Source: an optimization exercise on an open RTL-to-GDS flow (aim: a short achievable clock period and few clock cycles). Production flows keep margins and buffers that such runs may drop. Function was checked by simulation only, so behaviour that the tests miss may differ from the original. Power figures rest on the tool's default switching activity, not on a simulated workload.

== job 101 ==
// gfe
module gfe #(
    parameter RXMAX = 128
) (
    input  wire        clk,
    input  wire        rst,
    input  wire        cmd_valid,
    output wire        cmd_ready,
    input  wire [23:0] cmd_word,
    output wire        rsp_valid,
    input  wire        rsp_ready,
    output wire [3:0]  rsp_rc,
    output wire [15:0] rsp_val,
    output wire [2:0]  rsp_nout,
    output wire [39:0] rsp_out
);
Size: roughly 65,000 sq um of cells after synthesis.
clock: 8.0 ns
lec_check: 0
abc_clock_period_in_ps: 2500
cap_margin: 20
core_margin: 2
core_utilization: 40
slew_margin: 20
standard.sh (not shown) runs the stock make flow with config.mk's settings and CLKGATE_MAP_FILE= SYNTH_SCRIPT=/design/flow/synth_recipe.tcl, a recipe that flattens the netlist after the stock synthesis.
==> flow/flow/run.sh <==
#!/bin/bash
set -euo pipefail
bash standard.sh SETUP_SLACK_MARGIN=5.3 finish > standard_flow.log 2>&1
Testbench counts of job 101, summed over its fixed seeds: cycles 35,470.
The inputs of job 104 differ from those of job 101 as listed below.
-- flow/design.v --
<<< job 101, line 62
    reg        h_v;           
    reg [62:0] h_d;
    assign cmd_ready = rdy_r;
    wire accept = cmd_valid && rdy_r;
    wire take   = h_v && rsp_ready;
    assign rsp_valid = h_v;
    assign {rsp_rc, rsp_val, rsp_nout, rsp_out} = h_d;
>>> job 104, line 62
    reg        h_v;           
    reg [62:0] h_d;
    reg [2:0]  f_n;           
    assign cmd_ready = rdy_r;
    wire accept = cmd_valid && (occ != QN);
    wire take   = (f_n != 3'd0) && rsp_ready;
    assign rsp_valid = h_v;
    assign {rsp_rc, rsp_val, rsp_nout, rsp_out} = h_d;
<<< job 101, line 263
    always @(*) begin
        e_nout = 3'd0;
        e_out  = {32'd0, b_b};
        if (b_esc_put || tx_put_ok) begin
            e_nout = b_esc ? 3'd2 : 3'd1;
            e_out  = b_esc ? {24'd0, ~b_b, 8'h1B} : {32'd0, b_b};
        end else if (b_une_put) begin
            e_nout = (unepend || !b_is1b) ? 3'd1 : 3'd0;
            e_out  = {32'd0, unepend ? ~b_b : b_b};
        end else if (tx_start_ok) begin
            e_nout = 3'd1;
>>> job 104, line 264
    always @(*) begin
        e_nout = 3'd0;
        e_out  = {b_b, 24'd0, b_b};
        if (b_esc_put || tx_put_ok) begin
            e_nout = b_esc ? 3'd2 : 3'd1;
            e_out  = b_esc ? {b_b, 16'd0, ~b_b, 8'h1B} : {b_b, 24'd0, b_b};
        end else if (b_une_put) begin
            e_nout = (unepend || !b_is1b) ? 3'd1 : 3'd0;
            e_out  = {b_b, 24'd0, unepend ? ~b_b : b_b};
        end else if (tx_start_ok) begin
            e_nout = 3'd1;
<<< job 101, line 405
    reg [62:0]   f_d [0:QN-1];
    reg [QN-1:0] f_wp, f_rp;      
    reg [2:0]    f_n;             
    wire [QN-1:0] f_rp1 = {f_rp[QN-2:0], f_rp[QN-1]};
    reg  [62:0]   f_old, f_old1;
>>> job 104, line 406
    reg [62:0]   f_d [0:QN-1];
    reg [QN-1:0] f_wp, f_rp;      
    wire [QN-1:0] f_rp1 = {f_rp[QN-2:0], f_rp[QN-1]};
    reg  [62:0]   f_old, f_old1;
### Flow results
~same routed via count divided by cell count in job 101 and job 104. Job 101 and job 104 ended up with roughly the same global-route usage. Global-route met1 utilization down 0.68 points in job 104 wrt job 101. [compare] base=job 101 new=job 104: design area went up by 1800 sq um, synthesis-to-finish area growth -0.77 points. In the reports for job 101 and job 104, the larger number of logic stages on the critical path including buffering belongs to job 101. In the flow results for job 101 and job 104, the filler-free cell count of the finished design is smaller on job 101. Number of gates given a new drive strength after cts ended up 3.1% higher on job 104 than on job 101.
Testbench counts of job 104, summed over its fixed seeds: cycles 35,470.

--- another note on this design; it stands on its own ---

Design gfe, start of the top module:
module gfe #(
    parameter RXMAX = 128
) (
    input  wire        clk,
    input  wire        rst,
    input  wire        cmd_valid,
    output wire        cmd_ready,
    input  wire [23:0] cmd_word,
    output wire        rsp_valid,
    input  wire        rsp_ready,
    output wire [3:0]  rsp_rc,
    output wire [15:0] rsp_val,
    output wire [2:0]  rsp_nout,
    output wire [39:0] rsp_out
);
For scale: roughly 0.062 mm^2 of cells after synthesis.
clock: 8.0 ns
lec_check: 0
abc_clock_period_in_ps: 2500
cap_margin: 20
core_margin: 2
core_utilization: 40
setup_slack_margin: 5
slew_margin: 20
run.sh (not shown) runs the stock make flow with config.mk's settings and CLKGATE_MAP_FILE= SYNTH_SCRIPT=/design/flow/synth_recipe.tcl, a recipe that flattens the netlist after the stock synthesis.
The baseline produced a clean layout.
Testbench counts at the start, summed over its fixed seeds: cycles 35,470.
==> next run, changes <==
ABC_CLOCK_PERIOD_IN_PS = not set   (was 2500)
SETUP_SLACK_MARGIN = not set   (was 5)
Final area shrinks slightly.
Utilization shrinks by 0.44 points.
Hold slack gets worse by 49 ps.
Critical path depth grows by 7.
Area after synthesis stays the same.
Worst setup slack gets worse by 940 ps.
Sequential power hardly moves.
Via count shrinks slightly.
Synthesized cell count stays the same.
Global-route usage shrinks by 0.48 points.


Another version of the RTL of gfe (not shown whole).
For scale: ~4600 cells after synthesis, ~1700 flip-flops, roughly 67000 µm² of cells after synthesis.
export LEC_CHECK = 0
export ABC_CLOCK_PERIOD_IN_PS = 2500
export CAP_MARGIN = 20
export CORE_MARGIN = 2
export CORE_UTILIZATION = 50
export CTS_CLUSTER_DIAMETER = 140
export CTS_CLUSTER_SIZE = 24
export SLEW_MARGIN = 20
create_clock -name core_clock -period 8.0 [get_ports {clk}]
standard.sh (not shown) runs the stock make flow with config.mk's settings and CLKGATE_MAP_FILE= SYNTH_SCRIPT=/design/flow/synth_recipe.tcl, a recipe that flattens the netlist after the stock synthesis.
==> flow/flow/run.sh <==
#!/bin/bash
set -euo pipefail
bash standard.sh SETUP_SLACK_MARGIN=5.4 finish > standard_flow.log 2>&1
Testbench counts at the start, summed over its fixed seeds: cycles 35,470.
==> next run, changes <==
CORE_UTILIZATION = 40   (was 50)
PLACE_DENSITY = 0.8   (was unset)
Effect:
- The changed run completed with no timing, DRC or antenna violations
- final cell count increases by about 7%
- global-route usage decreases by 7.5 points
- worst hold slack gets worse by 0.016 ns
- die area increases by 25%
- maximum frequency increases by about 0.4%
- area after synthesis stays the same
- non-clock buffer count decreases by 3
==> next run, changes <==
--- a/flow/flow/run.sh
+++ b/flow/flow/run.sh
@@ -2,0 +3,2 @@
+bash standard.sh SETUP_SLACK_MARGIN=5.4 place > standard_place.log 2>&1
+RES=orfs/results/sky130hd/gfe/base openroad -no_init -exit flow/pull_outputs.tcl > pull_outputs.log 2>&1
==> flow/flow/pull_outputs.tcl (new file) <==
# Move each register that drives an output port's buffer alone next to that
# buffer, then legalize. The netlist is not changed.
read_db $::env(RES)/3_place.odb
set block [ord::get_db_block]
set moved 0
foreach bterm [$block getBTerms] {
  if {[$bterm getIoType] != "OUTPUT"} { continue }
  set net [$bterm getNet]
  if {$net == "NULL"} { continue }
  set buf ""
  foreach it [$net getITerms] { if {[$it isOutputSignal]} { set buf [$it getInst] } }
  if {$buf == ""} { continue }
  set innet ""
  foreach it [$buf getITerms] { if {[$it isInputSignal]} { set innet [$it getNet] } }
  if {$innet == "" || $innet == "NULL"} { continue }
  if {[llength [$innet getITerms]] != 2} { continue }
  set ff ""
  foreach it [$innet getITerms] { if {[$it isOutputSignal]} { set ff [$it getInst] } }
  if {$ff == ""} { continue }
  if {![string match "*dfxtp*" [[$ff getMaster] getName]]} { continue }
  set loc [$buf getLocation]
  $ff setLocation [lindex $loc 0] [lindex $loc 1]
  incr moved
}
puts "moved $moved registers"
detailed_placement
check_placement
write_db $::env(RES)/3_place.odb
PLACE_DENSITY = unset   (was 0.8)
What happened:
- flip-flop and latch count is unchanged
- sequential power hardly moves
- via count drops by 3.7%
- cell count hardly moves

-- re-timing with driven ports --
Ports are ideal in the flow. The routed layouts listed here were re-timed in OpenROAD. Step 1, drivers: a clkbuf_16 drives clk and a buf_2 each remaining input, both assumed. Step 2 moves the port delays by t, midway between the first and last clock arrival at a register: inputs arrive t later, outputs are due t later. That takes back most of the time a late clock gives input paths. a / b / c = no drivers / after step 1 / after step 2; a / b = the first two.
run | t (ns) | setup WS [ns] | worst hold slack (ns) | slew at the worst register clock pin (ns) | worst slew at a driven data input, ns
job 101 | 0.873 | 5.020 / 4.931 / 4.575 | 0.408 / 0.408 / 0.408 | 0.07 / 0.07 | 0.08
job 104 | 0.863 | 5.108 / 5.028 / 4.577 | 0.379 / 0.379 / 0.379 | 0.07 / 0.07 | 0.06
the first run of note 2 | 0.865 | 4.908 / 4.833 / 4.293 | 0.390 / 0.390 / 0.390 | 0.06 / 0.06 | 0.05
the second run of note 2 | 0.845 | 3.972 / 4.019 / 3.174 | 0.341 / 0.341 / 0.341 | 0.06 / 0.06 | 0.04
the first run of note 3 | 0.797 | 5.163 / 5.091 / 4.591 | 0.411 / 0.411 / 0.411 | 0.11 / 0.11 | 0.19
the second run of note 3 | 0.791 | 5.175 / 5.105 / 4.610 | 0.395 / 0.395 / 0.395 | 0.10 / 0.10 | 0.16
the third run of note 3 | 0.797 | 5.208 / 5.131 / 4.668 | 0.397 / 0.397 / 0.397 | 0.11 / 0.11 | 0.06
After both steps every run listed still meets setup and hold. The setup slack of the second run of note 2, which loses most, moves by +0.047 ns with the drivers and by -0.798 ns with both steps.
